From an optimization exercise on the open Yosys and OpenROAD flow, aimed at small area; shortcuts taken in it are not production practice. The RTL was checked by simulation tests, not by an equivalence proof against the original design. Power figures rest on the tool's default switching activity, not on a simulated workload.

==> design/flow/design.v <==
module lh_engine (
    input  wire        clk,
    input  wire        rst,           
    input  wire        cmd_valid,
    input  wire [63:0] cmd,           
    input  wire        fade_tick,
    input  wire        slot_tick,
    input  wire        arm_ok,
    output wire        ready,
    output reg         rsp_valid,
    output reg  [2:0]  rsp_status,
    output wire [5:0]  rsp_level,
    output wire [23:0] q
);
    localparam integer W = 38;       
    localparam [2:0] S_CLRQ = 3'd0;
    localparam [2:0] S_IDLE = 3'd1;
    localparam [2:0] S_INIT = 3'd2;
    localparam [2:0] S_TICK = 3'd3;
    localparam [2:0] S_SET  = 3'd4;
    localparam [2:0] S_GET  = 3'd5;
    localparam [2:0] S_FADE = 3'd6;
    localparam [2:0] S_SLOT = 3'd7;
    function [5:0] blut;
        input [5:0] n;
        begin
            case (n)
            6'd0: blut = 6'd0;
            6'd1: blut = 6'd0;
            6'd2: blut = 6'd0;
            6'd3: blut = 6'd1;
            6'd4: blut = 6'd1;
            6'd5: blut = 6'd1;
            6'd6: blut = 6'd2;
            6'd7: blut = 6'd2;
            6'd8: blut = 6'd3;
            6'd9: blut = 6'd3;
            6'd10: blut = 6'd4;
            6'd11: blut = 6'd5;
            6'd12: blut = 6'd5;
            6'd13: blut = 6'd6;
            6'd14: blut = 6'd7;
            6'd15: blut = 6'd7;
            6'd16: blut = 6'd8;
            6'd17: blut = 6'd9;
            6'd18: blut = 6'd10;
            6'd19: blut = 6'd10;
            6'd20: blut = 6'd11;
            6'd21: blut = 6'd12;
            6'd22: blut = 6'd13;
            6'd23: blut = 6'd14;
            6'd24: blut = 6'd15;
            6'd25: blut = 6'd16;
            6'd26: blut = 6'd17;
            6'd27: blut = 6'd18;
            6'd28: blut = 6'd19;
            6'd29: blut = 6'd20;
            6'd30: blut = 6'd21;
            6'd31: blut = 6'd22;
            6'd32: blut = 6'd23;
            6'd33: blut = 6'd24;
            6'd34: blut = 6'd25;
            6'd35: blut = 6'd26;
            6'd36: blut = 6'd27;
            6'd37: blut = 6'd28;
            6'd38: blut = 6'd29;
            6'd39: blut = 6'd30;
            6'd40: blut = 6'd32;
            6'd41: blut = 6'd33;
            6'd42: blut = 6'd34;
            6'd43: blut = 6'd35;
            6'd44: blut = 6'd36;
            6'd45: blut = 6'd38;
            6'd46: blut = 6'd39;
            6'd47: blut = 6'd40;
            6'd48: blut = 6'd42;
            6'd49: blut = 6'd43;
            6'd50: blut = 6'd44;
            6'd51: blut = 6'd46;
            6'd52: blut = 6'd47;
            6'd53: blut = 6'd48;
            6'd54: blut = 6'd50;
            6'd55: blut = 6'd51;
            6'd56: blut = 6'd52;
            6'd57: blut = 6'd54;
            6'd58: blut = 6'd55;
            6'd59: blut = 6'd57;
            6'd60: blut = 6'd58;
            6'd61: blut = 6'd60;
            6'd62: blut = 6'd61;
            6'd63: blut = 6'd63;
            default: blut = 6'd0;
            endcase
        end
    endfunction
    reg [24*W-1:0] ring;
    reg [23:0]     qr;
    reg [2:0]      state;
    reg [4:0]      rot;         
    reg [4:0]      cc;          
    reg [3:0]      k;           
    reg [12:0]     hi;          
    reg [5:0]      lo;          
    reg [5:0]      lvl;         
    reg [12:0]     msr;         
    reg [3:0]      r10;         
    reg [5:0]      nslot;       
    reg            inited;
    reg            armed;
    wire [W-1:0] head  = ring[24*W-1 -: W];
    wire [5:0]   h_src = head[37:32];
    wire [5:0]   h_tgt = head[31:26];
    wire [12:0]  h_rem = head[25:13];
    wire [12:0]  h_dur = head[12:0];
    wire         act   = |h_rem;
    wire [7:0]  c_op    = cmd[63:56];
    wire [7:0]  c_index = cmd[55:48];
    wire [31:0] c_level = cmd[47:16];
    wire [15:0] c_ms    = cmd[15:0];
    wire        c_index_ok = (c_index < 8'd24);
    wire [5:0]  c_clamp = c_level[31] ? 6'd0 : (|c_level[30:6]) ? 6'd63 : c_level[5:0];
    wire        c_g0    = (c_ms[15:12] >= 4'd10);
    wire [3:0]  c_r0    = c_g0 ? c_ms[15:12] - 4'd10 : c_ms[15:12];
    assign ready = (state == S_IDLE) && (rot == 5'd0);
    wire acc_cmd  = ready & cmd_valid;
    wire acc_tick = ready & ~cmd_valid & fade_tick;
    wire acc_slot = ready & ~cmd_valid & ~fade_tick & slot_tick;
    wire cmd_ok   = inited & c_index_ok;
    wire       at_cc = (rot == cc);
    wire       comp  = (state == S_GET) | (state == S_FADE) | (state == S_SLOT);
    wire       visit = comp & at_cc;
    wire       mul   = (k < 4'd6);
    wire [6:0] x     = {1'b0, h_tgt} - {1'b0, h_src};
    wire       s     = x[6];
    wire [5:0] dmag  = s ? (6'd0 - x[5:0]) : x[5:0];
    wire       dk    = dmag[k[2:0]];
    wire [13:0] opA = mul ? {1'b0, (k == 4'd0) ? 13'd0 : hi} : {hi, lo[5]};
    wire [13:0] opB = mul ? {1'b0, dk ? h_rem : 13'd0} : {1'b1, ~h_dur};
    wire [14:0] sum = {1'b0, opA} + {1'b0, opB} + {14'd0, ~mul};
    wire        ge  = sum[14];
    wire [12:0] hi_div = ge ? sum[12:0] : {hi[11:0], lo[5]};
    wire [12:0] hi_n   = mul ? sum[13:1] : hi_div;
    wire [5:0]  lo_n   = mul ? {sum[0], lo[5:1]} : {lo[4:0], ge};
    wire        fin  = visit & ((k == 4'd11) | (~act & (state != S_FADE)));
    wire [5:0]  qq   = lo_n & {6{act}};
    wire        cr   = act & (|hi_div);
    wire [5:0]  cur  = h_tgt + (qq ^ {6{~s}}) + {5'd0, cr ^ ~s};
    wire [5:0]  pb   = blut(cur);
    wire [5:0]  pm   = nslot * pb;
    wire        pbit = (pm < pb);
    wire [4:0]  t10  = {r10, msr[12]};
    wire        ge10 = (t10 >= 5'd10);
    wire [3:0]  r10_n = ge10 ? t10[3:0] - 4'd10 : t10[3:0];
    wire [12:0] dnew  = {msr[11:0], ge10};
    reg [W-1:0] nhead;
    always @* begin
        nhead = head;
        case (state)
        S_INIT: begin
            nhead[31:26] = 6'd0;
            nhead[25:13] = 13'd0;
        end
        S_TICK: nhead[25:13] = h_rem - {12'd0, act};
        S_SET: if (at_cc) begin
            nhead[31:26] = lvl;
            nhead[25:13] = 13'd0;
        end
        S_FADE: if (fin) nhead = {cur, lvl, dnew, dnew};
        default: ;
        endcase
    end
    wire qin = (state == S_CLRQ) ? 1'b0 :
               (state == S_SLOT && fin) ? pbit : qr[23];
    always @(posedge clk) begin
        ring <= {ring[23*W-1:0], nhead};
        qr   <= {qr[22:0], qin};
    end
    genvar gi;
    generate
        for (gi = 0; gi < 24; gi = gi + 1) begin : g_q
            assign q[gi] = qr[23-gi];
        end
    endgenerate
    assign rsp_level = lo;
    always @(posedge clk) begin
        rsp_valid <= 1'b0;
        if (rst) begin
            state  <= S_CLRQ;
            rot    <= 5'd0;
            inited <= 1'b0;
            armed  <= 1'b0;
        end else begin
            rot <= (rot == 5'd23) ? 5'd0 : rot + 5'd1;
            if (visit) begin
                hi <= hi_n;
                lo <= fin ? cur : lo_n;
                k  <= fin ? 4'd0 : k + 4'd1;
                msr <= dnew;
                r10 <= r10_n;
            end
            case (state)
            S_CLRQ: if (rot == 5'd23) state <= S_IDLE;
            S_IDLE: begin
                if (acc_cmd) begin
                    lo  <= 6'd0;
                    k   <= 4'd0;
                    cc  <= c_index[4:0];
                    lvl <= c_clamp;
                    msr <= {c_ms[11:0], c_g0};
                    r10 <= c_r0;
                    rsp_valid <= 1'b1;
                    if (c_op == 8'd0) begin
                        rsp_status <= arm_ok ? 3'd0 : 3'd3;
                        inited <= 1'b1;
                        armed  <= arm_ok;
                        nslot  <= 6'd0;
                        state  <= S_INIT;
                    end else if (c_op > 8'd3) begin
                        rsp_status <= 3'd2;
                    end else if (!inited) begin
                        rsp_status <= 3'd4;
                    end else if (!c_index_ok) begin
                        rsp_status <= 3'd1;
                    end else begin
                        rsp_status <= 3'd0;
                        case (c_op[1:0])
                        2'd1: begin state <= S_GET; rsp_valid <= 1'b0; end
                        2'd2: state <= S_SET;
                        default: state <= S_FADE;
                        endcase
                    end
                end else if (acc_tick) begin
                    if (inited) state <= S_TICK;
                end else if (acc_slot) begin
                    if (armed) begin
                        state <= S_SLOT;
                        cc    <= 5'd1;
                        k     <= 4'd0;
                    end
                end
            end
            S_INIT, S_TICK: if (rot == 5'd0) state <= S_IDLE;
            S_SET: if (at_cc) state <= S_IDLE;
            S_GET: if (fin) begin
                rsp_valid <= 1'b1;
                state     <= S_IDLE;
            end
            S_FADE: if (fin) state <= S_IDLE;
            S_SLOT: if (fin) begin
                cc <= (cc == 5'd23) ? 5'd0 : cc + 5'd1;
                if (cc == 5'd0) begin
                    state <= S_IDLE;
                    nslot <= (nslot == 6'd2) ? 6'd0 : nslot - 6'd1;
                end
            end
            default: state <= S_IDLE;
            endcase
        end
    end
endmodule
==> design/flow/run.sh <==
#!/bin/bash
# synth_recipe.tcl (not shown) runs the flow's synth.tcl, then flattens the netlist and writes it again
# the make line also repeats each setting of config.mk as NAME=value (left out here)
make -C /OpenROAD-flow-scripts/flow DESIGN_CONFIG=/design/flow/config.mk WORK_HOME=/design/flow/orfs CLKGATE_MAP_FILE= SYNTH_SCRIPT=/design/flow/synth_recipe.tcl finish
==> design/flow/config.mk <==
export PLATFORM = sky130hd
export DESIGN_NAME = lh_engine
export DESIGN_NICKNAME = lh_engine
export VERILOG_FILES = /design/flow/design.v
export SDC_FILE = /design/flow/constraint.sdc
export NUM_CORES = 8
export LEC_CHECK = 0
export CAP_MARGIN = 20
export CORE_MARGIN = 2
export CORE_UTILIZATION = 18
export PLACE_DENSITY = 0.25
export SLEW_MARGIN = 20
==> design/flow/constraint.sdc <==
create_clock -name core_clock -period 20.0 [get_ports {clk}]
set_input_delay 4.0000 -clock core_clock [delete_from_list [all_inputs] [get_ports {clk}]]
set_output_delay 4.0000 -clock core_clock [all_outputs]
set_load 0.01 [all_outputs]
==> flow_summary.rst, run 1 <==
.. list-table::
   :header-rows: 1

   * - Metric
     - Value
   * - Sink of the worst hold path
     - ring[516]$_DFF_P_
   * - Proportion of synthesized area in mux cells
     - 0.0158
   * - Number of nets in the layout
     - 2165
   * - Skew-Pair Late Insertion Delay
     - 720 ps
   * - Distinct cells, synth
     - 74
   * - Master of the slowest instance on the critical path
     - sky130_fd_sc_hd__nor2b_2
   * - Maximum vdd ir drop
     - 65.1 uV
   * - Num Clock Sinks
     - 1007
   * - Number of synthesis warnings
     - 1
   * - Ratio of routed vias to standard cells
     - 3.33
   * - Count of fill cells added during filler insertion
     - 15060
   * - Clock transition at path regs
     - 60 ps
   * - Highest attainable clock frequency
     - 77.2 MHz
   * - Effective utilization at floorplan
     - 0.182
   * - Register bit count reported by yosys
     - 1007
   * - Cell area after synthesis
     - 26100 um2
   * - Main combinational cell family by area after synthesis
     - simple AND/OR/NAND/NOR gates
   * - Final antenna-violating net count
     - 0
   * - Area growth from synthesis to final layout
     - 28.2%
   * - Worst slack at placement
     - 6590 ps
   * - Hold Path Class
     - reg -> reg
   * - Slew at the pin closest to its max-slew limit
     - 981 ps
   * - Synthesized instance count
     - 1847
   * - Area of the core
     - 144000 um2
   * - Sequential fraction of the synthesis area
     - 0.794
   * - Most used flip-flop cell after synthesis
     - sky130_fd_sc_hd__dfxtp_1
   * - Maximum buffer depth of the clock tree
     - 3
   * - Row cnt
     - 139
   * - Area fraction in compound gates after synthesis
     - 0.0584
   * - Synth area leaders
     - sky130_fd_sc_hd__dfxtp_1, sky130_fd_sc_hd__edfxtp_1, sky130_fd_sc_hd__ha_1
   * - Gpl congestion
     - 0.739
   * - Nature of the critical path startpoint
     - flop
   * - Antenna violations before repair
     - 0
   * - Cell accounting for the most synthesized area
     - sky130_fd_sc_hd__dfxtp_1
   * - Number of iterations in the first detailed-routing pass
     - 5
   * - TritonCTS clock tree
     - built
   * - Outcome
     - complete, no violations
   * - Setup repair after global routing missed its margin
     - false
   * - Die width
     - 385 um
   * - Total area of sequential cells
     - 20800 um2
   * - IO Port Bufs
     - 104
   * - HPWL after detailed placement
     - 36.2 mm
   * - Total nets after synthesis
     - 1982
   * - Setup TNS Final
     - 0 ps
   * - Number of cells on the worst reg-to-reg path
     - 50
   * - Startpoint-to-endpoint class of the critical path
     - reg -> reg
   * - Minimum setup slack in the final design
     - 7040 ps
   * - Routed len/inst
     - 13.9 um
   * - Global-route usage over all layers
     - 0.0774
   * - DRT Wirelength
     - 56.0 mm
   * - Startpoint of the most critical hold path
     - ring[478]$_DFF_P_
   * - Clock skew
     - 45.8 ps
   * - Reg-to-reg critical path endpoint
     - qr[0]$_SDFF_PN0_
   * - Global-route congestion overflow total
     - 0
   * - Area of the multi-input gates
     - 5070 um2
   * - Relative slew slack
     - 0.344
   * - CP Data Arrival Time
     - 13500 ps
   * - Post-Syn Area per Cell
     - 14.2 um2
   * - Number of flops mapped to enable cells by yosys
     - 60
   * - Number of hold violations in the final report
     - 0
   * - Detailed Route Iter0 Violations
     - 585
   * - Post-route clock period utilization
     - 0.648
   * - Standby leakage power
     - 12.8 nW
   * - Setup crit end kind
     - flop
   * - H-tree levels
     - 3
   * - Hold path depth
     - 0
   * - First-pass GRT wire length
     - 86.4 mm
   * - Number of global-route vias before repair
     - 13970
   * - Simple-gate portion of the synthesized area
     - 0.0637
   * - Pwr Density
     - 138 nW/um2
   * - Final cell utilization of the core
     - 0.233
   * - Hold_buf cts
     - 0
   * - Hold_ws
     - 295 ps
   * - # Max-Cap Violations
     - 0
   * - Post-layout instance area
     - 33500 um2
   * - Arithmetic-cell share of the synthesized area counting full adders, half adders and majority gates
     - 0.0340
   * - Boundary pin count
     - 105
   * - Final critical delay including setup and external delays
     - 12960 ps
   * - Setup-failing EPs final
     - 0
   * - Floorplan die area
     - 148000 um2
   * - Yosys top cell area share
     - 0.725
   * - Ys async rst share
     - 0
   * - CTS Root Buffer Type
     - sky130_fd_sc_hd__clkbuf_16
   * - Fraction of layout cells with a size suffix above 1
     - 0.103
   * - Number of buffers created by CTS
     - 108
   * - Post-place instance area
     - 29500 um2
   * - Number of gates resized after cts
     - 0
   * - Vias after detailed routing
     - 13416
   * - Required time reported for the critical path endpoint
     - 20550 ps
   * - Pin count of the biggest net entering global routing
     - 53
   * - Most common cell on crit path
     - sky130_fd_sc_hd__fa_1
   * - Largest fanout on the critical path
     - 14
   * - Xor and xnor fraction of the mapped netlist area
     - 0.0209
   * - CP peak stage delay
     - 650 ps
   * - Beginning of the worst register-to-register path
     - ring[900]$_DFF_P_
   * - Register-to-register setup slack
     - 7040 ps
   * - Number of buffers inserted to repair setup after CTS
     - 0
   * - Remaining DRCs
     - 0
   * - Count of pins over their slew limit
     - 0
   * - Chip Height
     - 385 um
==> area by class of cell <==
class                   instances  share of cell area
repair buffers                117              0.0340
diodes                          1           0.0000747
clock buffers                 159              0.0967
well taps                    1903              0.0711
multi-input cells             753               0.151
flip-flops and latches       1007               0.620
clock inverters                45              0.0223
inverters                      43             0.00482
==> critical path: cells and delay by family (launching register included) <==
family | cells | cell delay (ps)
adder cells (fa/ha/maj) | 11 | 3980
buffers and inverters | 3 | 340
AO/OA/AOI/OAI | 19 | 3820
AND/OR/NAND/NOR | 7 | 1950
XOR/XNOR | 10 | 2370
flip-flops | 1 | 350
==> cells by family (layout without fill, tap and decap cells) <==
logic type / after synthesis / after routing
muxes: 40 / 40
and+or+nand+nor: 361 / 361
adders and majority gates: 65 / 65
DFF: 1007 / 1007
buffers and inverters: 87 / 364
xor gates and xnor gates: 55 / 55
other: 0 / 1
AOI/OAI and AO/OA: 232 / 232
==> state kept, by name, summed over array words and instances (netlist names) <==
signal and count:
rot 5, lvl 6, inited 1, hi 13, armed 1, rsp_valid 1
lo 6, qr 24, rsp_status 3, cc 5, nslot 6, k 4
state 3, msr 13, r10 4, ring 912
==> power by group <==
group          switching [mW]  leakage, nW  internal (mW)
Clock                   0.828         1.95           1.33
Sequential             0.0135         8.20           2.05
Combinational           0.232         2.70          0.181
==> placed cells by master, fill, tap and decap left out, drive strengths merged, types with 7 or more instances in the layout <==
cell type and instances:
clkbuf 159, nor3 19, edfxtp 60, nor4 11
dfxtp 947, ha 55, o311ai 7, clkinv 21
nand2b 11, fa 10, clkdlybuf4s50 104, xor2 18
a31oi 8, o21ai 82, o211ai 8, inv 47
a21o 11, nor2b 9, a21oi 43, or3 8
nand2 158, nor2 77, buf 13, mux2i 38
bufinv 16, nand3 29, xnor2 33, o2bb2ai 15
and2 9, a211oi 13
==> routing by layer <==
metal,global-route usage,up-vias,wire [um]
li1,-,6590,-
met1,0.103,6490,27400
met2,0.114,233,23800
met3,0.0218,103,2850
met4,0.0382,0,1870
met5,0,-,0
==> cells in the mapped netlist (all sizes together) (4+ instances only) <==
| master | count |
|---|---|
| xnor2 | 33 |
| o311ai | 7 |
| nor2 | 77 |
| a211o | 5 |
| fa | 10 |
| and2 | 9 |
| nand3 | 29 |
| nor2b | 9 |
| a31oi | 8 |
| xnor3 | 4 |
| nand4 | 6 |
| a21o | 11 |
| edfxtp | 60 |
| ha | 55 |
| nor4 | 11 |
| xor2 | 18 |
| dfxtp | 947 |
| mux2i | 38 |
| a22oi | 5 |
| buf | 6 |
| o211ai | 8 |
| a21oi | 43 |
| o2bb2ai | 15 |
| o21ai | 82 |
| nor3 | 19 |
| clkbuf | 38 |
| or3 | 8 |
| o21bai | 4 |
| nand2 | 158 |
| a22o | 6 |
| inv | 43 |
| nand2b | 11 |
| a211oi | 13 |
| and3 | 6 |
==> per-stage QoR <==
stage / total power [mW] / cells
after floorplan: 2.40 / 1847
after global routing: 4.88 / 4027
after detailed placement: 2.53 / 3823
final: 4.64 / 4028
after global placement: 2.53 / 3823
after CTS: 4.75 / 4027
==> worst max path at each step <==
stage,start,end,cells past startpoint
2_1_floorplan,ring[900]$_DFF_P_,qr[0]$_SDFF_PN0_,48
3_3_place_gp,ring[900]$_DFF_P_,qr[0]$_SDFF_PN0_,50
3_5_place_dp,ring[900]$_DFF_P_,qr[0]$_SDFF_PN0_,50
4_1_cts,ring[900]$_DFF_P_,qr[0]$_SDFF_PN0_,50
5_1_grt,ring[900]$_DFF_P_,qr[0]$_SDFF_PN0_,48
6_report,ring[900]$_DFF_P_,qr[0]$_SDFF_PN0_,50
==> run 2, diff against run 1 <==
--- a/design/flow/design.v
+++ b/design/flow/design.v
@@ -98,9 +98,11 @@
     reg [2:0]      state;
     reg [4:0]      rot;         
     reg [4:0]      cc;          
+    reg [1:0]      ph;          
     reg [3:0]      k;           
-    reg [12:0]     hi;          
-    reg [5:0]      lo;          
+    reg [5:0]      a;           
+    reg [12:0]     m;           
+    reg [12:0]     opd;         
     reg [5:0]      lvl;         
     reg [12:0]     msr;         
     reg [3:0]      r10;         
@@ -119,31 +121,26 @@
     wire [15:0] c_ms    = cmd[15:0];
     wire        c_index_ok = (c_index < 8'd24);
     wire [5:0]  c_clamp = c_level[31] ? 6'd0 : (|c_level[30:6]) ? 6'd63 : c_level[5:0];
-    wire        c_g0    = (c_ms[15:12] >= 4'd10);
-    wire [3:0]  c_r0    = c_g0 ? c_ms[15:12] - 4'd10 : c_ms[15:12];
     assign ready = (state == S_IDLE) && (rot == 5'd0);
     wire acc_cmd  = ready & cmd_valid;
     wire acc_tick = ready & ~cmd_valid & fade_tick;
     wire acc_slot = ready & ~cmd_valid & ~fade_tick & slot_tick;
-    wire cmd_ok   = inited & c_index_ok;
     wire       at_cc = (rot == cc);
     wire       comp  = (state == S_GET) | (state == S_FADE) | (state == S_SLOT);
     wire       visit = comp & at_cc;
-    wire       mul   = (k < 4'd6);
+    wire       mstep = (ph == 2'd1) & (k != 4'd13);
+    wire       dstep = (ph == 2'd2) & (k != 4'd6);
     wire [6:0] x     = {1'b0, h_tgt} - {1'b0, h_src};
     wire       s     = x[6];
     wire [5:0] dmag  = s ? (6'd0 - x[5:0]) : x[5:0];
-    wire       dk    = dmag[k[2:0]];
-    wire [13:0] opA = mul ? {1'b0, (k == 4'd0) ? 13'd0 : hi} : {hi, lo[5]};
-    wire [13:0] opB = mul ? {1'b0, dk ? h_rem : 13'd0} : {1'b1, ~h_dur};
-    wire [14:0] sum = {1'b0, opA} + {1'b0, opB} + {14'd0, ~mul};
+    wire [13:0] xa  = {a, m[12:5]};
+    wire [13:0] opb = dstep ? {1'b1, ~opd} : {(m[0] ? opd[5:0] : 6'd0), 8'd0};
+    wire [14:0] sum = {1'b0, xa} + {1'b0, opb} + {14'd0, dstep};
     wire        ge  = sum[14];
-    wire [12:0] hi_div = ge ? sum[12:0] : {hi[11:0], lo[5]};
-    wire [12:0] hi_n   = mul ? sum[13:1] : hi_div;
-    wire [5:0]  lo_n   = mul ? {sum[0], lo[5:1]} : {lo[4:0], ge};
-    wire        fin  = visit & ((k == 4'd11) | (~act & (state != S_FADE)));
-    wire [5:0]  qq   = lo_n & {6{act}};
-    wire        cr   = act & (|hi_div);
+    wire [12:0] hi_div = ge ? sum[12:0] : xa[12:0];
+    wire        fin  = visit & ((ph == 2'd2) | ((ph == 2'd0) & ~act & (state != S_FADE)));
+    wire [5:0]  qq   = m[5:0] & {6{act}};
+    wire        cr   = act & (|{a, m[12:6]});
     wire [5:0]  cur  = h_tgt + (qq ^ {6{~s}}) + {5'd0, cr ^ ~s};
     wire [5:0]  pb   = blut(cur);
     wire [5:0]  pm   = nslot * pb;
@@ -151,7 +148,6 @@
     wire [4:0]  t10  = {r10, msr[12]};
     wire        ge10 = (t10 >= 5'd10);
     wire [3:0]  r10_n = ge10 ? t10[3:0] - 4'd10 : t10[3:0];
-    wire [12:0] dnew  = {msr[11:0], ge10};
     reg [W-1:0] nhead;
     always @* begin
         nhead = head;
@@ -165,7 +161,7 @@
             nhead[31:26] = lvl;
             nhead[25:13] = 13'd0;
         end
-        S_FADE: if (fin) nhead = {cur, lvl, dnew, dnew};
+        S_FADE: if (fin) nhead = {cur, lvl, msr, msr};
         default: ;
         endcase
     end
@@ -181,7 +177,43 @@
             assign q[gi] = qr[23-gi];
         end
     endgenerate
-    assign rsp_level = lo;
+    assign rsp_level = m[5:0];
+    always @(posedge clk) begin
+        if (mstep) begin
+            {a, m} <= {sum[14:8], m[12:1]};
+            msr    <= {msr[11:0], ge10};
+            r10    <= r10_n;
+            k      <= k + 4'd1;
+        end
+        if (dstep) begin
+            {a, m[12:6]} <= hi_div;
+            m[5:0]       <= {m[4:0], ge};
+            k            <= k + 4'd1;
+        end
+        if (visit) begin
+            k <= 4'd0;
+            if (fin) begin
+                m[5:0] <= cur;
+                ph     <= 2'd0;
+            end else if (ph == 2'd0) begin
+                a   <= 6'd0;
+                m   <= h_rem;
+                opd <= {7'd0, dmag};
+                ph  <= 2'd1;
+            end else begin
+                opd <= h_dur;
+                ph  <= 2'd2;
+            end
+        end
+        if (acc_cmd) begin
+            m[5:0] <= 6'd0;
+            lvl    <= c_clamp;
+            msr    <= c_ms[12:0];
+            r10    <= {1'b0, c_ms[15:13]};
+        end
+        if (ready)
+            ph <= 2'd0;
+    end
     always @(posedge clk) begin
         rsp_valid <= 1'b0;
         if (rst) begin
@@ -191,23 +223,11 @@
             armed  <= 1'b0;
         end else begin
             rot <= (rot == 5'd23) ? 5'd0 : rot + 5'd1;
-            if (visit) begin
-                hi <= hi_n;
-                lo <= fin ? cur : lo_n;
-                k  <= fin ? 4'd0 : k + 4'd1;
-                msr <= dnew;
-                r10 <= r10_n;
-            end
             case (state)
             S_CLRQ: if (rot == 5'd23) state <= S_IDLE;
             S_IDLE: begin
                 if (acc_cmd) begin
-                    lo  <= 6'd0;
-                    k   <= 4'd0;
-                    cc  <= c_index[4:0];
-                    lvl <= c_clamp;
-                    msr <= {c_ms[11:0], c_g0};
-                    r10 <= c_r0;
+                    cc <= c_index[4:0];
                     rsp_valid <= 1'b1;
                     if (c_op == 8'd0) begin
                         rsp_status <= arm_ok ? 3'd0 : 3'd3;
@@ -235,7 +255,6 @@
                     if (armed) begin
                         state <= S_SLOT;
                         cc    <= 5'd1;
-                        k     <= 4'd0;
                     end
                 end
             end
==> design/flow/flow/run.sh (new file) <==
#!/bin/bash
# Own layout flow: the standard ORFS flow (standard.sh) with two changes:
#  * the port buffers are the smallest buffer (buf_1) instead of the resizer's pick;
#  * clock tree synthesis clusters about 10 flip-flops per clkbuf_4 leaf buffer
#    and inserts no dummy loads.
# Everything else (synthesis, floorplan, power grid, tap cells, placement,
# routing) is the standard flow's. make's full output goes to flow_make.log.
set -euo pipefail
export BUFFER_PORTS_ARGS="-buffer_cell sky130_fd_sc_hd__buf_1"
export CTS_ARGS="-sink_clustering_enable -repair_clock_nets -dont_use_dummy_load -buf_list sky130_fd_sc_hd__clkbuf_4 -sink_clustering_size 10 -sink_clustering_max_diameter 50"
bash standard.sh finish > flow_make.log 2>&1
==> design/flow/standard.sh (new file) <==
#!/bin/bash
# synth_recipe.tcl (not shown) runs the flow's synth.tcl, then flattens the netlist and writes it again
# the make line also repeats each setting of config.mk as NAME=value (left out here)
make -C /OpenROAD-flow-scripts/flow DESIGN_CONFIG=/design/flow/config.mk WORK_HOME=/design/flow/orfs CLKGATE_MAP_FILE= SYNTH_SCRIPT=/design/flow/synth_recipe.tcl "${@:-finish}"
--- a/design/flow/config.mk
+++ b/design/flow/config.mk
@@ -7,6 +7,6 @@
 export LEC_CHECK = 0
 export CAP_MARGIN = 20
 export CORE_MARGIN = 2
-export CORE_UTILIZATION = 18
-export PLACE_DENSITY = 0.25
+export CORE_UTILIZATION = 60
+export PLACE_DENSITY = 0.65
 export SLEW_MARGIN = 20
removed: design/flow/run.sh
==> run 2 against run 1 <==
  * Global-route usage up 11 points
  * Clock-buffer cell count down 43
  * Clock skew up 33 ps
  * Die area down 69%
  * Cell count down 34%
  * Non-clock buffer count down 5
  * Core utilization up 42 points
  * Power down 38%
  * Wire length down 26%
  * Setup slack better by 4000 ps
==> flow_summary.rst, run 2 <==
.. list-table::
   :header-rows: 1

   * - Metric
     - Value
   * - Outcome
     - complete, no violations
   * - Fraction of layout cells with a size suffix above 1
     - 0.0730 (-0.0301)
   * - Ys async rst share
     - 0 (unchanged)
   * - Num Clock Sinks
     - 1022 (+1.5%)
   * - Most flop-heavy register
     - ring
   * - Final critical delay including setup and external delays
     - 8910 ps (-4050 ps)
   * - Maximum buffer depth of the clock tree
     - 3 (unchanged)
   * - Area of the core
     - 43200 um2 (-70%)
   * - Pwr Density
     - 102 nW/um2 (-26%)
   * - Setup repair after global routing missed its margin
     - false
   * - Routed len/inst
     - 15.6 um (+12%)
   * - Most common library cell in the layout ignoring fill and taps
     - sky130_fd_sc_hd__dfxtp_1
   * - Most common cell on crit path
     - sky130_fd_sc_hd__fa_1
   * - Standby leakage power
     - 11.3 nW (-12%)
   * - Leading registers by flop count
     - ring x912, qr x24
   * - Post-route clock period utilization
     - 0.446 (-0.202)
   * - Vias after detailed routing
     - 13211 (-1.5%)
   * - H-tree levels
     - 3 (unchanged)
   * - Number of standard cells in the final layout excluding fillers
     - 2658 (-34%)
   * - Area growth from synthesis to final layout
     - 7.17%
   * - Largest fanout on the critical path
     - 12 (-2)
   * - TritonCTS clock tree
     - built
   * - Maximum vdd ir drop
     - 71.1 uV (+9.3%)
   * - GRT met1 Usage
     - 0.266 (+0.163)
   * - Setup crit end kind
     - flop
   * - Number of nets in the layout
     - 2208 (+2.0%)
   * - Number of gates resized after cts
     - 0 (unchanged)
   * - IO Port Bufs
     - 104 (unchanged)
   * - Total nets after synthesis
     - 2024 (+2.1%)
   * - Effective utilization at floorplan
     - 0.609 (+0.427)
   * - Count of fill cells added during filler insertion
     - 3314 (-78%)
   * - Final antenna-violating net count
     - 0 (unchanged)
   * - Synth area leaders
     - sky130_fd_sc_hd__dfxtp_1, sky130_fd_sc_hd__edfxtp_1, sky130_fd_sc_hd__ha_1
   * - Post-Syn Area per Cell
     - 13.9 um2 (-1.5%)
   * - Gpl congestion
     - 0.894 (+21%)
   * - Count of pins over their slew limit
     - 0 (unchanged)
   * - Setup-failing EPs final
     - 0 (unchanged)
   * - Global-route congestion overflow total
     - 0 (unchanged)
   * - Most frequent cells in the layout
     - sky130_fd_sc_hd__dfxtp_1, sky130_fd_sc_hd__nand2_1, sky130_fd_sc_hd__nor2_1
   * - Hold_buf cts
     - 0 (unchanged)
   * - Final cell utilization of the core
     - 0.652 (+0.419)
   * - Hold Path Class
     - reg -> reg
   * - Number of iterations in the first detailed-routing pass
     - 5 (unchanged)
   * - DRT Wirelength
     - 41.4 mm (-26%)
   * - Clock transition at path regs
     - 100 ps (+40 ps)
   * - Met2 Resource Use GR
     - 0.278 (+0.164)
   * - Global-route usage over all layers
     - 0.187 (+0.110)
   * - Chip Height
     - 213 um (-45%)
   * - Most numerous cell in the Yosys netlist
     - sky130_fd_sc_hd__dfxtp_1
   * - Area of the multi-input gates
     - 4950 um2 (-2.5%)
   * - Die width
     - 213 um (-45%)
   * - Flip-flop count of the largest register after layout
     - 912 (unchanged)
   * - Pin count of the biggest net entering global routing
     - 35 (-34%)
   * - Cell accounting for the most synthesized area
     - sky130_fd_sc_hd__dfxtp_1
   * - Synthesized instance count
     - 1886 (+2.1%)
   * - Master of the slowest instance on the critical path
     - sky130_fd_sc_hd__xor2_1
   * - Ratio of routed vias to standard cells
     - 4.97 (+49%)
   * - Antenna violations before repair
     - 4 (+4)
   * - Global Route met3 Usage
     - 0.0457 (+0.0239)
   * - CP Data Arrival Time
     - 9600 ps (-3900 ps)
   * - Post-placement cell count
     - 2537 (-34%)
   * - CP peak stage delay
     - 770 ps (+120 ps)
   * - CTS Root Buffer Type
     - sky130_fd_sc_hd__clkbuf_4
   * - Number of flops mapped to enable cells by yosys
     - 49 (-18%)
   * - Yosys top cell area share
     - 0.741 (+0.0159)
   * - Floorplan die area
     - 45500 um2 (-69%)
   * - Slew at the pin closest to its max-slew limit
     - 1010 ps (+28.7 ps)
   * - Row cnt
     - 76 (-45%)
   * - Remaining DRCs
     - 0 (unchanged)
   * - Detailed Route Iter0 Violations
     - 647 (+11%)
   * - Setup TNS Final
     - 0 ps (unchanged)
   * - Boundary pin count
     - 105 (unchanged)
   * - Sequential fraction of the synthesis area
     - 0.797 (+0.00293)
   * - HPWL after detailed placement
     - 27.3 mm (-25%)
   * - Clock skew
     - 78.9 ps (+33.1 ps)
   * - # Max-Cap Violations
     - 0 (unchanged)
   * - Distinct cells, synth
     - 71 (-4.1%)
   * - First-pass GRT wire length
     - 65.8 mm (-24%)
   * - Number of global-route vias before repair
     - 12994 (-7.0%)
   * - Number of buffers inserted to repair setup after CTS
     - 0 (unchanged)
   * - Most used flip-flop cell after synthesis
     - sky130_fd_sc_hd__dfxtp_1
   * - Layer with the highest usage after global routing
     - met2
   * - Most numerous cell types in the synthesized netlist
     - sky130_fd_sc_hd__dfxtp_1, sky130_fd_sc_hd__nand2_1, sky130_fd_sc_hd__nor2_1, sky130_fd_sc_hd__a21oi_1, sky130_fd_sc_hd__ha_1
   * - Relative slew slack
     - 0.327 (-0.0167)
   * - Number of buffers created by CTS
     - 116 (+7.4%)
   * - Nature of the critical path startpoint
     - flop
   * - Required time reported for the critical path endpoint
     - 20690 ps (+140 ps)
   * - Register bit count reported by yosys
     - 1022 (+1.5%)
   * - Cell area after synthesis
     - 26300 um2 (+0.55%)
   * - Highest attainable clock frequency
     - 112 MHz (+45%)
   * - Number of synthesis warnings
     - 1 (unchanged)
   * - Startpoint-to-endpoint class of the critical path
     - reg -> reg
   * - Skew-Pair Late Insertion Delay
     - 880 ps (+160 ps)
   * - Number of hold violations in the final report
     - 0 (unchanged)
   * - Total area of sequential cells
     - 21000 um2 (+0.92%)
==> run 2: final cells by class <==
class / instances / area share
antenna: 5 / 0.000444
tap: 585 / 0.0260
timing repair buffer: 112 / 0.0160
multi-input combinational: 764 / 0.176
sequential: 1022 / 0.744
clock buffer: 116 / 0.0309
inverter: 54 / 0.00720
==> run 2: where the power goes <==
part	total [mW]	leakage, nW	switching [mW]	internal (mW)
Clock	0.821	0.534	0.555	0.266
Combinational	0.0104	2.44	0.00526	0.00515
Sequential	2.05	8.28	0.000708	2.05
Total	2.88	11.3	0.561	2.32
==> run 2: cells by family (layout without fill, tap and decap cells) <==
logic type,count (synthesis),after routing,synth area share
xor+xnor,59,59,0.0213
buf+inv,100,282,0.0155
compound gates,227,227,0.0559
fa+ha+maj,68,68,0.0352
simple gates,394,394,0.0677
flops,1022,1022,0.797
other cells,0,5,0
mux,16,16,0.00719
==> run 2: worst max-delay path: cells and delay by family, from the launching register on <==
family                     cells  cell delay [ps]
adders and majority gates      9             3350
AOI/OAI and AO/OA              9             2090
xor gates and xnor gates       8             2090
and+or+nand+nor                4              460
DFF                            1              360
buffers and inverters          4              350
==> run 2: worst paths after layout <==
check,from,to,slack [ps],cells past startpoint
setup / recovery,ring[900]$_DFF_P_,qr[0]$_SDFF_PN0_,11090,34
hold / removal,ring[31]$_DFF_P_,ring[69]$_DFF_P_,270,0
setup reg to reg,ring[900]$_DFF_P_,qr[0]$_SDFF_PN0_,11090,34
hold reg to reg,ring[31]$_DFF_P_,ring[69]$_DFF_P_,270,0
==> run 2: layer usage <==
layer	routed length (um)	up-vias	part of all wire
li1	-	6592	-
met1	20500	6283	0.50
met2	17900	258	0.43
met3	1980	76	0.048
met4	916	2	0.022
met5	12	-	0.00029
==> run 2: metrics by stage <==
stage	hold slack, ps	cell area, um2	setup slack [ps]	total power [mW]
after global routing	241	28200	10510	3.00
final	268	28200	11090	2.88
after global placement	310	27300	10980	2.11
after detailed placement	312	27300	10830	2.11
after CTS	244	28100	10670	2.92
after floorplan	310	26300	12220	2.10
==> run 3, diff against run 2 <==
==> design/flow/flow/run.sh (replaced) <==
#!/bin/bash
# Own layout flow: the standard ORFS flow (standard.sh) with three changes.
#  1. After the standard synthesis, the logic between the flip-flops is mapped
#     again with a stronger ABC script (resyn.tcl, resyn.abc). The flip-flops
#     are left exactly as the standard synthesis made them. A SAT proof
#     (eq.tcl) checks the new logic against the standard netlist; if it fails,
#     the standard netlist is kept.
#  2. Port buffers are the smallest buffer (buf_1).
#  3. Clock tree synthesis clusters about 9 flip-flops per clkbuf_4 leaf
#     buffer and inserts no dummy loads.
# Floorplan, power grid, tap cells, placement and routing are the standard flow's.
# Each tool's output goes to a log_*.txt file in the work folder.
set -euo pipefail
W=$PWD
F=$W/flow
export BUFFER_PORTS_ARGS="-buffer_cell sky130_fd_sc_hd__buf_1"
export CTS_ARGS="-sink_clustering_enable -repair_clock_nets -dont_use_dummy_load -buf_list sky130_fd_sc_hd__clkbuf_4 -sink_clustering_size 9 -sink_clustering_max_diameter 40"

bash standard.sh synth > log_synth.txt 2>&1

R=$W/orfs/results/${FLOW_PLATFORM}/lh_engine/base
YOSYS=$FLOW_HOME/../tools/install/yosys/bin/yosys
[ -x "$YOSYS" ] || YOSYS=yosys
export RESYN_LIB=$FLOW_HOME/platforms/${FLOW_PLATFORM}/lib/sky130_fd_sc_hd__tt_025C_1v80.lib
export RESYN_FUNCLIB=$W/funclib.v
export RESYN_TOP=${FLOW_TOP}
export RESYN_ABC=$F/resyn.abc
export RESYN_IN=$W/std_1_2_yosys.v
export RESYN_OUT=$W/resyn_1_2_yosys.v
cp "$R/1_2_yosys.v" "$RESYN_IN"
python3 "$F/genfunclib.py" "$RESYN_LIB" "$RESYN_FUNCLIB" > log_funclib.txt 2>&1
ok=0
if "$YOSYS" -c "$F/resyn.tcl" > log_resyn.txt 2>&1; then
  python3 "$F/cutflops.py" "$RESYN_IN" "$W/eq_gold.v" > log_cut.txt 2>&1
  python3 "$F/cutflops.py" "$RESYN_OUT" "$W/eq_gate.v" >> log_cut.txt 2>&1
  if EQ_GOLD=$W/eq_gold.v EQ_GATE=$W/eq_gate.v "$YOSYS" -c "$F/eq.tcl" > log_eq.txt 2>&1 \
     && grep -q "SUCCESS" log_eq.txt; then
    ok=1
  fi
fi
if [ $ok = 1 ]; then
  cp "$RESYN_OUT" "$R/1_2_yosys.v"
  echo "resynthesised netlist used" > log_choice.txt
else
  echo "standard netlist kept" > log_choice.txt
fi

bash standard.sh finish > log_finish.txt 2>&1
==> design/flow/flow/cutflops.py (new file) <==
# Turns a gate netlist into a purely combinational module, for eq.tcl: every
# flip-flop instance is removed, its Q net driven by a new input and its D/DE
# nets sent to new outputs. usage: python3 cutflops.py IN.v OUT.v
import re,sys
src=open(sys.argv[1]).read()
flop=re.compile(r'\n\s*(sky130_fd_sc_hd__(?:e?dfxtp|dfrtp|dfstp|edfxtp|dfxbp)\w*)\s+(\\\S+|\w+)\s*\((.*?)\);', re.S)
ins=[]; outs=[]; assigns=[]
def sub(m):
    cell,name,pins=m.groups()
    conn=dict((p,v.strip()) for p,v in re.findall(r'\.(\w+)\(([^)]*)\)', pins))
    key=re.sub(r'[^A-Za-z0-9_]','_',name.strip('\\'))
    ins.append(f"q_{key}")
    assigns.append(f"  assign {conn['Q']} = q_{key} ;")
    for p in ('D','DE'):
        if p in conn:
            outs.append(f"{p.lower()}_{key}")
            assigns.append(f"  assign {p.lower()}_{key} = {conn[p]} ;")
    return "\n"
body=flop.sub(sub, src)
hdr_end=body.index(');')
m=re.match(r'(.*?module\s+\w+\s*\()(.*?)(\);)', body, re.S)
ports=m.group(2)
newports=ports+", "+", ".join(ins+outs)
decl="\n".join(f"  input {x};" for x in ins)+"\n"+"\n".join(f"  output {x};" for x in outs)+"\n"
body=m.group(1)+newports+m.group(3)+"\n"+decl+body[m.end():]
body=body.replace("endmodule", "\n".join(assigns)+"\nendmodule")
open(sys.argv[2],'w').write(body)
==> design/flow/flow/eq.tcl (new file) <==
# Proves that two netlists with the same flip-flops compute the same next state
# and outputs: flip-flops are cut (their outputs become inputs, their D and DE
# pins outputs) and a SAT miter of the two combinational parts is proved.
yosys -import
read_verilog $::env(RESYN_FUNCLIB)
read_verilog $::env(EQ_GOLD)
yosys rename $::env(RESYN_TOP) gold
read_verilog $::env(EQ_GATE)
yosys rename $::env(RESYN_TOP) gate
hierarchy
flatten
opt_clean
miter -equiv -flatten -make_outputs gold gate miter
hierarchy -top miter
sat -verify -prove trigger 0 miter
==> design/flow/flow/genfunclib.py (new file) <==
# Writes Verilog models (continuous assigns) of the combinational cells of a
# liberty file, so Yosys can re-optimise a mapped netlist's logic.
# usage: python3 genfunclib.py LIB OUT.v
import re, sys
cells = {}; seq = set()
cell = None; pin = None
for line in open(sys.argv[1]):
    m = re.match(r'\s*cell\s*\(\s*"?(\w+)"?\s*\)', line)
    if m:
        cell = m.group(1); cells[cell] = {'in': [], 'out': {}}; pin = None; continue
    if cell is None:
        continue
    if re.match(r'\s*(ff|latch|statetable)\s*\(', line):
        seq.add(cell)
    m = re.match(r'\s*pin\s*\(\s*"?(\w+)"?\s*\)', line)
    if m:
        pin = m.group(1); continue
    m = re.match(r'\s*direction\s*:\s*"?(\w+)"?', line)
    if m and pin and m.group(1) == 'input':
        cells[cell]['in'].append(pin)
    m = re.match(r'\s*function\s*:\s*"([^"]+)"', line)
    if m and pin:
        cells[cell]['out'][pin] = m.group(1)

def conv(f):
    f = f.replace('!', '~').replace('+', '|')
    return re.sub(r'([\w)])\s+([\w(~])', r'\1&\2', f)

out = []
for c, d in cells.items():
    if c in seq or not d['out'] or 'lpflow' in c or 'probe' in c:
        continue
    ins = [p for p in d['in'] if p not in d['out']]
    s = f"module {c} ({', '.join(ins + list(d['out']))});\n"
    s += "".join(f"  input {p};\n" for p in ins)
    for p, f in d['out'].items():
        s += f"  output {p};\n  assign {p} = {conv(f)};\n"
    out.append(s + "endmodule\n")
open(sys.argv[2], 'w').write("\n".join(out))
print(len(out), "cell models written")
==> design/flow/flow/resyn.abc (new file) <==
strash
&get -n
&deepsyn -J 100
&put
dch
amap
topo
==> design/flow/flow/resyn.tcl (new file) <==
# Re-optimises the combinational logic of the standard synthesis's netlist.
# Flip-flops stay the instances the standard synthesis made (same names and
# cell types); only the logic between them is mapped again by ABC.
yosys -import
set lib $::env(RESYN_LIB)
set dont_use {}
foreach c {probe_p_8 probec_p_8 lpflow_bleeder_1 lpflow_clkbufkapwr_1 lpflow_clkbufkapwr_16
           lpflow_clkbufkapwr_2 lpflow_clkbufkapwr_4 lpflow_clkbufkapwr_8 lpflow_clkinvkapwr_1
           lpflow_clkinvkapwr_16 lpflow_clkinvkapwr_2 lpflow_clkinvkapwr_4 lpflow_clkinvkapwr_8
           lpflow_decapkapwr_12 lpflow_decapkapwr_3 lpflow_decapkapwr_4 lpflow_decapkapwr_6
           lpflow_decapkapwr_8 lpflow_inputiso0n_1 lpflow_inputiso0p_1 lpflow_inputiso1n_1
           lpflow_inputiso1p_1 lpflow_inputisolatch_1 lpflow_isobufsrc_1 lpflow_isobufsrc_16
           lpflow_isobufsrc_2 lpflow_isobufsrc_4 lpflow_isobufsrc_8 lpflow_isobufsrckapwr_16
           lpflow_lsbuf_lh_hl_isowell_tap_1 lpflow_lsbuf_lh_hl_isowell_tap_2
           lpflow_lsbuf_lh_hl_isowell_tap_4 lpflow_lsbuf_lh_isowell_4 lpflow_lsbuf_lh_isowell_tap_1
           lpflow_lsbuf_lh_isowell_tap_2 lpflow_lsbuf_lh_isowell_tap_4} {
  lappend dont_use -dont_use sky130_fd_sc_hd__$c
}
read_verilog $::env(RESYN_FUNCLIB)
read_liberty -lib -ignore_redef $lib
read_verilog $::env(RESYN_IN)
hierarchy -check -top $::env(RESYN_TOP)
flatten
yosys rename -hide w:*.*
opt_clean -purge
hierarchy -purge_lib
read_liberty -lib $lib
techmap
opt -fast
abc -liberty $lib {*}$dont_use -script $::env(RESYN_ABC)
splitnets
opt_clean -purge
hilomap -singleton -hicell sky130_fd_sc_hd__conb_1 HI -locell sky130_fd_sc_hd__conb_1 LO
insbuf -buf sky130_fd_sc_hd__buf_1 A X
check -assert -mapped
tee -o resyn_stat.txt stat -liberty $lib
write_verilog -noattr -nohex -nodec $::env(RESYN_OUT)
==> run 3 against run 2 <==
  * Sequential share of layout area is 3.0 points higher
  * Maximum frequency is 1.5% lower
  * Cell area is 3.9% lower
  * Die area is 5.0% lower
  * Register-to-register slack worse by 140 ps
  * Area after synthesis is 5.1% lower
  * Critical path type unchanged
==> flow_summary.rst, run 3 <==
.. list-table::
   :header-rows: 1

   * - Metric
     - Value
   * - Outcome
     - complete, no violations
   * - Chip Height
     - 208 um (-2.5%)
   * - HPWL after detailed placement
     - 27.8 mm (+1.9%)
   * - Most frequent cells in the layout
     - sky130_fd_sc_hd__dfxtp_1, sky130_fd_sc_hd__nor2_1, sky130_fd_sc_hd__clkinv_1
   * - Number of nets in the layout
     - 2146 (-2.8%)
   * - CTS Root Buffer Type
     - sky130_fd_sc_hd__clkbuf_4
   * - TritonCTS clock tree
     - built
   * - Routed len/inst
     - 16.0 um (+2.8%)
   * - Skew-Pair Late Insertion Delay
     - 850 ps (-30 ps)
   * - Reg-to-reg critical path endpoint
     - qr[0]$_SDFF_PN0_
   * - Pin count of the biggest net entering global routing
     - 39 (+11%)
   * - # Max-Cap Violations
     - 0 (unchanged)
   * - Synthesized instance count
     - 1831 (-2.9%)
   * - Total nets after synthesis
     - 1901 (-6.1%)
   * - Clock skew
     - 84.7 ps (+5.82 ps)
   * - Number of buffers created by CTS
     - 138 (+19%)
   * - Global-route congestion overflow total
     - 0 (unchanged)
   * - CP Data Arrival Time
     - 9740 ps (+140 ps)
   * - Post-route clock period utilization
     - 0.452 (+0.00696)
   * - Setup-failing EPs final
     - 0 (unchanged)
   * - Pwr Density
     - 127 nW/um2 (+24%)
   * - Highest attainable clock frequency
     - 111 MHz (-1.5%)
   * - Post-Syn Area per Cell
     - 13.6 um2 (-2.3%)
   * - Num Clock Sinks
     - 1022 (unchanged)
   * - Count of fill cells added during filler insertion
     - 3079 (-7.1%)
   * - Required time reported for the critical path endpoint
     - 20690 ps (about the same)
   * - Effective utilization at floorplan
     - 0.609 (+0.000622)
   * - Most flop-heavy register
     - ring
   * - Area of the multi-input gates
     - 3410 um2 (-31%)
   * - Clock transition at path regs
     - 90 ps (about the same)
   * - Number of synthesis warnings
     - 1 (unchanged)
   * - Hold path depth
     - 0 (unchanged)
   * - Area growth from synthesis to final layout
     - 8.56%
   * - Remaining DRCs
     - 0 (unchanged)
   * - Gpl congestion
     - 0.841 (-6.0%)
   * - Hold Path Class
     - reg -> reg
   * - Number of cells on the worst reg-to-reg path
     - 43 (+26%)
   * - Startpoint-to-endpoint class of the critical path
     - reg -> reg
   * - Ratio of routed vias to standard cells
     - 5.04 (+1.4%)
   * - Setup TNS Final
     - 0 ps (unchanged)
   * - Detailed Route Iter0 Violations
     - 685 (+5.9%)
   * - Fraction of layout cells with a size suffix above 1
     - 0.0709 (-0.00214)
   * - Maximum vdd ir drop
     - 104 uV (+46%)
   * - Total area of sequential cells
     - 21000 um2 (unchanged)
   * - Final antenna-violating net count
     - 0 (unchanged)
   * - Number of gates resized after cts
     - 0 (unchanged)
   * - Boundary pin count
     - 105 (unchanged)
   * - H-tree levels
     - 4 (+1)
   * - Number of global-route vias before repair
     - 13007 (+0.10%)
   * - Number of iterations in the first detailed-routing pass
     - 6 (+1)
   * - Largest fanout on the critical path
     - 11 (-1)
   * - Leading registers by flop count
     - ring x912, qr x24
   * - CP peak stage delay
     - 880 ps (+110 ps)
   * - Setup crit end kind
     - flop
   * - Cell area after synthesis
     - 24900 um2 (-5.1%)
   * - Setup repair after global routing missed its margin
     - false
   * - Row cnt
     - 74 (-2.6%)
   * - Sink of the worst hold path
     - ring[525]$_DFF_P_
   * - Nature of the critical path startpoint
     - flop
   * - Final critical delay including setup and external delays
     - 9050 ps (+139 ps)
   * - Hold_buf cts
     - 0 (unchanged)
   * - Maximum buffer depth of the clock tree
     - 3 (unchanged)
   * - Floorplan die area
     - 43200 um2 (-5.0%)
   * - Number of buffers inserted to repair setup after CTS
     - 0 (unchanged)
   * - Worst slack at placement
     - 11240 ps (+407 ps)
   * - Number of hold violations in the final report
     - 0 (unchanged)
   * - Most common library cell in the layout ignoring fill and taps
     - sky130_fd_sc_hd__dfxtp_1
   * - Slew at the pin closest to its max-slew limit
     - 975 ps (-34.7 ps)
   * - Beginning of the worst register-to-register path
     - ring[901]$_DFF_P_
   * - Area of the core
     - 40900 um2 (-5.2%)
   * - Startpoint of the most critical hold path
     - ring[487]$_DFF_P_
   * - Global-route usage over all layers
     - 0.198 (+0.0101)
   * - Relative slew slack
     - 0.344 (+0.0171)
   * - IO Port Bufs
     - 104 (unchanged)
   * - Vias after detailed routing
     - 13144 (-0.51%)
   * - Antenna violations before repair
     - 2 (-2)
   * - DRT Wirelength
     - 41.7 mm (+0.92%)
   * - Flip-flop count of the largest register after layout
     - 912 (unchanged)
   * - Overall power after layout
     - 3.43 mW (+19%)
   * - Register-to-register setup slack
     - 10950 ps (-140 ps)
   * - Standby leakage power
     - 10.4 nW (-7.6%)
   * - Master of the slowest instance on the critical path
     - sky130_fd_sc_hd__nor4_1
   * - Most common cell on crit path
     - sky130_fd_sc_hd__nor2_1
   * - Die width
     - 208 um (-2.5%)
   * - First-pass GRT wire length
     - 66.7 mm (+1.4%)
   * - Minimum setup slack in the final design
     - 10950 ps (-139 ps)
   * - Count of pins over their slew limit
     - 0 (unchanged)
## run 3: worst max path at each step
stage / from / endpoint / slack [ps] / depth (start not counted)
6_report: ring[901]$_DFF_P_ / qr[0]$_SDFF_PN0_ / 10950 / 43
5_1_grt: ring[901]$_DFF_P_ / qr[0]$_SDFF_PN0_ / 9720 / 42
4_1_cts: ring[901]$_DFF_P_ / qr[0]$_SDFF_PN0_ / 11140 / 43
3_5_place_dp: ring[901]$_DFF_P_ / qr[0]$_SDFF_PN0_ / 11240 / 43
3_3_place_gp: ring[901]$_DFF_P_ / qr[0]$_SDFF_PN0_ / 11670 / 43
2_1_floorplan: cmd_valid / nslot[0]$_SDFFCE_PP0P_ / 12920 / 6
## run 3: worst max-delay path, delay by kind of cell (launching register included)
kind / cells / cell delay (ps)
and+or+nand+nor: 19 / 2880
DFF: 1 / 390
AOI/OAI and AO/OA: 20 / 4310
buffers and inverters: 4 / 1310
## run 3: routing by layer
layer  GRT usage  routed length (um)  vias up
li1            -                   -     6594
met5           0                   0        -
met2       0.295               18200      370
met1       0.278               20300     6073
met3      0.0486                2000      107
met4      0.0819                1200        0
## run 3: through the flow
| stage | utilization | cell area, um2 | hold slack [ps] | instances |
|---|---|---|---|---|
| 2_1_floorplan | - | 24900 | 310 | 1831 |
| 3_3_place_gp | 0.636 | 26000 | 310 | 2468 |
| 3_5_place_dp | 0.636 | 26000 | 312 | 2468 |
| 5_1_grt | 0.661 | 27100 | 287 | 2608 |
| 6_report | 0.662 | 27100 | 275 | 2609 |
| 4_1_cts | 0.661 | 27100 | 284 | 2606 |
## run 3: cell type report
| type | count | share of cell area |
|---|---|---|
| Sequential cell | 1022 | 0.774 |
| Tap cell | 532 | 0.0246 |
| Antenna cell | 3 | 0.000277 |
| Inverter | 150 | 0.0208 |
| Clock buffer | 138 | 0.0383 |
| Timing Repair Buffer | 111 | 0.0164 |
| Multi-Input combinational cell | 653 | 0.126 |
## run 3: power by group
group	leakage (nW)	total (mW)	switching, mW	internal [mW]
clock	0.635	0.885	0.567	0.318
sequential	8.33	2.11	0.0311	2.08
combinational	1.45	0.443	0.302	0.141
total	10.4	3.43	0.900	2.54
==> run 4, diff against run 3 <==
--- a/design/flow/design.v
+++ b/design/flow/design.v
@@ -128,23 +128,24 @@
     wire       at_cc = (rot == cc);
     wire       comp  = (state == S_GET) | (state == S_FADE) | (state == S_SLOT);
     wire       visit = comp & at_cc;
-    wire       mstep = (ph == 2'd1) & (k != 4'd13);
+    wire       mstep = ((ph == 2'd1) & (k != 4'd13)) | ((ph == 2'd3) & (k != 4'd6));
     wire       dstep = (ph == 2'd2) & (k != 4'd6);
     wire [6:0] x     = {1'b0, h_tgt} - {1'b0, h_src};
     wire       s     = x[6];
-    wire [5:0] dmag  = s ? (6'd0 - x[5:0]) : x[5:0];
+    wire [5:0] dones = x[5:0] ^ {6{s}};    
     wire [13:0] xa  = {a, m[12:5]};
-    wire [13:0] opb = dstep ? {1'b1, ~opd} : {(m[0] ? opd[5:0] : 6'd0), 8'd0};
-    wire [14:0] sum = {1'b0, xa} + {1'b0, opb} + {14'd0, dstep};
+    wire        mc  = m[0] & opd[6];
+    wire [13:0] opb = dstep ? {1'b1, ~opd} : {(m[0] ? opd[5:0] : 6'd0), {8{mc}}};
+    wire [14:0] sum = {1'b0, xa} + {1'b0, opb} + {14'd0, dstep | mc};
     wire        ge  = sum[14];
     wire [12:0] hi_div = ge ? sum[12:0] : xa[12:0];
-    wire        fin  = visit & ((ph == 2'd2) | ((ph == 2'd0) & ~act & (state != S_FADE)));
+    wire        pend = (ph == 2'd3);         
+    wire        done = pend & (cc == 5'd1);  
+    wire        fin  = visit & ~done & ((ph == 2'd2) | (~ph[1] ^ ph[0]) & ~act & (state != S_FADE));
     wire [5:0]  qq   = m[5:0] & {6{act}};
     wire        cr   = act & (|{a, m[12:6]});
     wire [5:0]  cur  = h_tgt + (qq ^ {6{~s}}) + {5'd0, cr ^ ~s};
-    wire [5:0]  pb   = blut(cur);
-    wire [5:0]  pm   = nslot * pb;
-    wire        pbit = (pm < pb);
+    wire        pbit = (m[12:7] < opd[5:0]);
     wire [4:0]  t10  = {r10, msr[12]};
     wire        ge10 = (t10 >= 5'd10);
     wire [3:0]  r10_n = ge10 ? t10[3:0] - 4'd10 : t10[3:0];
@@ -166,10 +167,10 @@
         endcase
     end
     wire qin = (state == S_CLRQ) ? 1'b0 :
-               (state == S_SLOT && fin) ? pbit : qr[23];
+               (state == S_SLOT && visit && pend) ? pbit : qr[6];
     always @(posedge clk) begin
         ring <= {ring[23*W-1:0], nhead};
-        qr   <= {qr[22:0], qin};
+        qr   <= {qr[22:7], qin, qr[5:0], qr[23]};
     end
     genvar gi;
     generate
@@ -192,13 +193,17 @@
         end
         if (visit) begin
             k <= 4'd0;
-            if (fin) begin
-                m[5:0] <= cur;
-                ph     <= 2'd0;
-            end else if (ph == 2'd0) begin
+            if (done) begin
+                ph <= 2'd0;
+            end else if (fin) begin
+                a      <= 6'd0;
+                m      <= {7'd0, (state == S_SLOT) ? nslot : cur};
+                opd    <= {7'd0, blut(cur)};
+                ph     <= (state == S_SLOT) ? 2'd3 : 2'd0;
+            end else if (~ph[1] ^ ph[0]) begin
                 a   <= 6'd0;
                 m   <= h_rem;
-                opd <= {7'd0, dmag};
+                opd <= {6'd0, s, dones};
                 ph  <= 2'd1;
             end else begin
                 opd <= h_dur;
@@ -265,9 +270,10 @@
                 state     <= S_IDLE;
             end
             S_FADE: if (fin) state <= S_IDLE;
-            S_SLOT: if (fin) begin
-                cc <= (cc == 5'd23) ? 5'd0 : cc + 5'd1;
-                if (cc == 5'd0) begin
+            S_SLOT: begin
+                if (fin)
+                    cc <= (cc >= 5'd17) ? cc - 5'd17 : cc + 5'd7;
+                if (visit & done) begin
                     state <= S_IDLE;
                     nslot <= (nslot == 6'd2) ? 6'd0 : nslot - 6'd1;
                 end
==> design/flow/flow/resyn.abc (replaced) <==
strash
&get -n
&deepsyn -J 400
&put
dch
amap
topo
==> run 4 against run 3 <==
  * Critical path depth fell by 11
  * Critical endpoint is now opd[2]$_DFFE_PP_
  * Maximum frequency rose by 29%
  * Combinational power fell by 25%
  * Area after synthesis fell by 1.2%
  * Setup slack improved by 2000 ps
  * Non-clock buffer count fell by 2
==> flow_summary.rst, run 4 <==
.. list-table::
   :header-rows: 1

   * - Metric
     - Value
   * - Outcome
     - complete, no violations
   * - Post-Syn Area per Cell
     - 13.9 um2 (+2.3%)
   * - Largest fanout on the critical path
     - 8 (-3)
   * - Die width
     - 207 um (-0.61%)
   * - Effective utilization at floorplan
     - 0.606 (-0.00344)
   * - Ratio of routed vias to standard cells
     - 5.00 (-0.68%)
   * - Boundary pin count
     - 105 (unchanged)
   * - Worst slack at placement
     - 13120 ps (+1880 ps)
   * - Standby leakage power
     - 10.3 nW (-0.98%)
   * - Detailed Route Iter0 Violations
     - 845 (+23%)
   * - Switching power summed over all nets
     - 0.837 mW (-7.0%)
   * - Hold Path Class
     - reg -> reg
   * - Number of iterations in the first detailed-routing pass
     - 5 (-1)
   * - Maximum vdd ir drop
     - 81.5 uV (-21%)
   * - Leading registers by flop count
     - ring x912, qr x24
   * - Setup crit end kind
     - flop
   * - H-tree levels
     - 4 (unchanged)
   * - Highest attainable clock frequency
     - 142 MHz (+29%)
   * - Hold_buf cts
     - 0 (unchanged)
   * - Maximum buffer depth of the clock tree
     - 3 (unchanged)
   * - Area of the core
     - 40600 um2 (-0.68%)
   * - Synthesized instance count
     - 1768 (-3.4%)
   * - Share of total power in sequential cells
     - 0.640 (+0.027)
   * - CP Data Arrival Time
     - 7630 ps (-2110 ps)
   * - Most common cell on crit path
     - sky130_fd_sc_hd__nor2_1
   * - Number of gates resized after cts
     - 0 (unchanged)
   * - Fraction of layout cells with a size suffix above 1
     - 0.0717 (+0.000836)
   * - Final critical delay including setup and external delays
     - 7030 ps (-2020 ps)
   * - Most flop-heavy register
     - ring
   * - Post-layout instance area
     - 26700 um2 (-1.2%)
   * - Nature of the critical path startpoint
     - flop
   * - Pwr Density
     - 126 nW/um2 (-0.82%)
   * - Flip-flop count of the largest register after layout
     - 912 (unchanged)
   * - Setup TNS Final
     - 0 ps (unchanged)
   * - Antenna violations before repair
     - 3 (+1)
   * - Number of hold violations in the final report
     - 0 (unchanged)
   * - Slew at the pin closest to its max-slew limit
     - 1030 ps (+56.3 ps)
   * - Floorplan die area
     - 42700 um2 (-1.2%)
   * - Number of synthesis warnings
     - 1 (unchanged)
   * - Post-route clock period utilization
     - 0.351 (-0.101)
   * - Routed len/inst
     - 16.6 um (+3.7%)
   * - Gpl congestion
     - 0.862 (+2.5%)
   * - Row cnt
     - 74 (unchanged)
   * - Number of buffers inserted to repair setup after CTS
     - 0 (unchanged)
   * - Number of nets in the layout
     - 2080 (-3.1%)
   * - Setup-failing EPs final
     - 0 (unchanged)
   * - Startpoint-to-endpoint class of the critical path
     - reg -> reg
   * - Skew-Pair Late Insertion Delay
     - 840 ps (about the same)
   * - Final antenna-violating net count
     - 0 (unchanged)
   * - HPWL after detailed placement
     - 28.8 mm (+3.5%)
   * - Count of pins over their slew limit
     - 0 (unchanged)
   * - Number of global-route vias before repair
     - 12463 (-4.2%)
   * - Most common library cell in the layout ignoring fill and taps
     - sky130_fd_sc_hd__dfxtp_1
   * - Internal power
     - 2.53 mW (-0.28%)
   * - # Max-Cap Violations
     - 0 (unchanged)
   * - Post-place instance area
     - 25700 um2 (-1.2%)
   * - DRT Wirelength
     - 42.2 mm (+1.0%)
   * - IO Port Bufs
     - 104 (unchanged)
   * - Cell area after synthesis
     - 24600 um2 (-1.2%)
   * - Count of fill cells added during filler insertion
     - 3004 (-2.4%)
   * - Total nets after synthesis
     - 1838 (-3.3%)
   * - Relative slew slack
     - 0.313 (-0.0316)
   * - Area growth from synthesis to final layout
     - 8.56% (about the same)
   * - Proportion of power drawn by combinational gates
     - 0.098 (-0.031)
   * - Global-route usage over all layers
     - 0.204 (+0.00635)
   * - Setup repair after global routing missed its margin
     - false
   * - Most frequent cells in the layout
     - sky130_fd_sc_hd__dfxtp_1, sky130_fd_sc_hd__nor2_1, sky130_fd_sc_hd__clkinv_1
   * - CTS Root Buffer Type
     - sky130_fd_sc_hd__clkbuf_4
   * - Switching fraction of total power
     - 0.249 (-0.0133)
   * - Num Clock Sinks
     - 1022 (unchanged)
   * - Hold_ws
     - 263 ps (-12.6 ps)
   * - Remaining DRCs
     - 0 (unchanged)
   * - Chip Height
     - 207 um (-0.61%)
   * - Pin count of the biggest net entering global routing
     - 35 (-10%)
   * - Vias after detailed routing
     - 12720 (-3.2%)
   * - Clock transition at path regs
     - 100 ps (about the same)
   * - Master of the slowest instance on the critical path
     - sky130_fd_sc_hd__a21oi_1
   * - CP peak stage delay
     - 520 ps (-360 ps)
   * - TritonCTS clock tree
     - built
   * - Global-route congestion overflow total
     - 0 (unchanged)
   * - Minimum setup slack in the final design
     - 12970 ps (+2020 ps)
   * - Number of buffers created by CTS
     - 137 (-0.72%)
   * - Clock skew
     - 90.6 ps (+5.90 ps)
   * - Required time reported for the critical path endpoint
     - 20600 ps (-90 ps)
   * - Clock group share of total power
     - 0.262 (+0.004)
   * - Overall power after layout
     - 3.36 mW (-2.0%)
   * - First-pass GRT wire length
     - 65.6 mm (-1.7%)
[run 4: layout make-up]
type	instances	area (um2)	share of cell area
diodes	2	5.00	0.000187
clock buffers	137	1030	0.0385
inverters	148	556	0.0208
multi-input cells	592	3110	0.116
flip-flops and latches	1022	21000	0.783
well taps	532	666	0.0249
repair buffers	109	428	0.0160
[run 4: power by group through the flow]
stage / Combinational, mW / Sequential (mW) / Clock (mW)
finish: 0.331 / 2.15 / 0.881
global route: 0.369 / 2.16 / 1.01
CTS: 0.329 / 2.15 / 0.926
detailed placement: 0.327 / 2.20 / 0
global placement: 0.329 / 2.20 / 0
floorplan: 0.232 / 2.18 / 0
[run 4: per-stage QoR]
step	instances	util
after floorplan	1768	-
after global placement	2403	0.632
after detailed placement	2403	0.632
after CTS	2540	0.658
after global routing	2542	0.658
final	2542	0.658
[run 4: worst paths after layout]
| check | slack [ps] | start | endpoint | depth (start not counted) |
|---|---|---|---|---|
| setup / recovery | 12970 | ring[906]$_DFF_P_ | opd[2]$_DFFE_PP_ | 32 |
| setup reg to reg | 12970 | ring[906]$_DFF_P_ | opd[2]$_DFFE_PP_ | 32 |
| hold / removal | 260 | ring[32]$_DFF_P_ | ring[70]$_DFF_P_ | 0 |
| hold reg to reg | 260 | ring[32]$_DFF_P_ | ring[70]$_DFF_P_ | 0 |
[run 4: critical path, delay by kind of cell, from the launching register on]
family | cells | cell delay (ps)
compound gates | 15 | 3510
simple gates | 12 | 1870
buf+inv | 5 | 1010
flops | 1 | 370
[run 4: layer usage]
metal  GRT usage  vias to the layer above  wire [um]
li1            -                     6364          -
met3      0.0606                       90       2410
met4      0.0931                        0       1240
met2       0.307                      311      18800
met5           0                        -          0
met1       0.273                     5955      19700

-- separate check: timing with driven ports --
Ports are ideal in the flow. The routed layouts listed here were re-timed in OpenROAD.
Step 1: set_driving_cell puts a clkbuf_16 on clk and a buf_2 on each other input, an assumption about the parent block.
Step 2 moves the port delays by t, midway between the first and last clock arrival at a register: inputs arrive t later, outputs are due t later. That takes back most of the time a late clock gives input paths.
a / b / c = ideal / step 1 / step 2; a / b = the first two.
run	shift t [ns]	setup slack, ns	cell pins on the clock port's net
run 1	0.760	7.043 / 7.043 / 7.043	1
run 2	0.897	11.090 / 11.090 / 11.090	1
run 3	0.861	10.950 / 10.950 / 10.950	1
run 4	0.850	12.973 / 12.973 / 12.973	1
After both steps setup and hold are still met in every run listed.
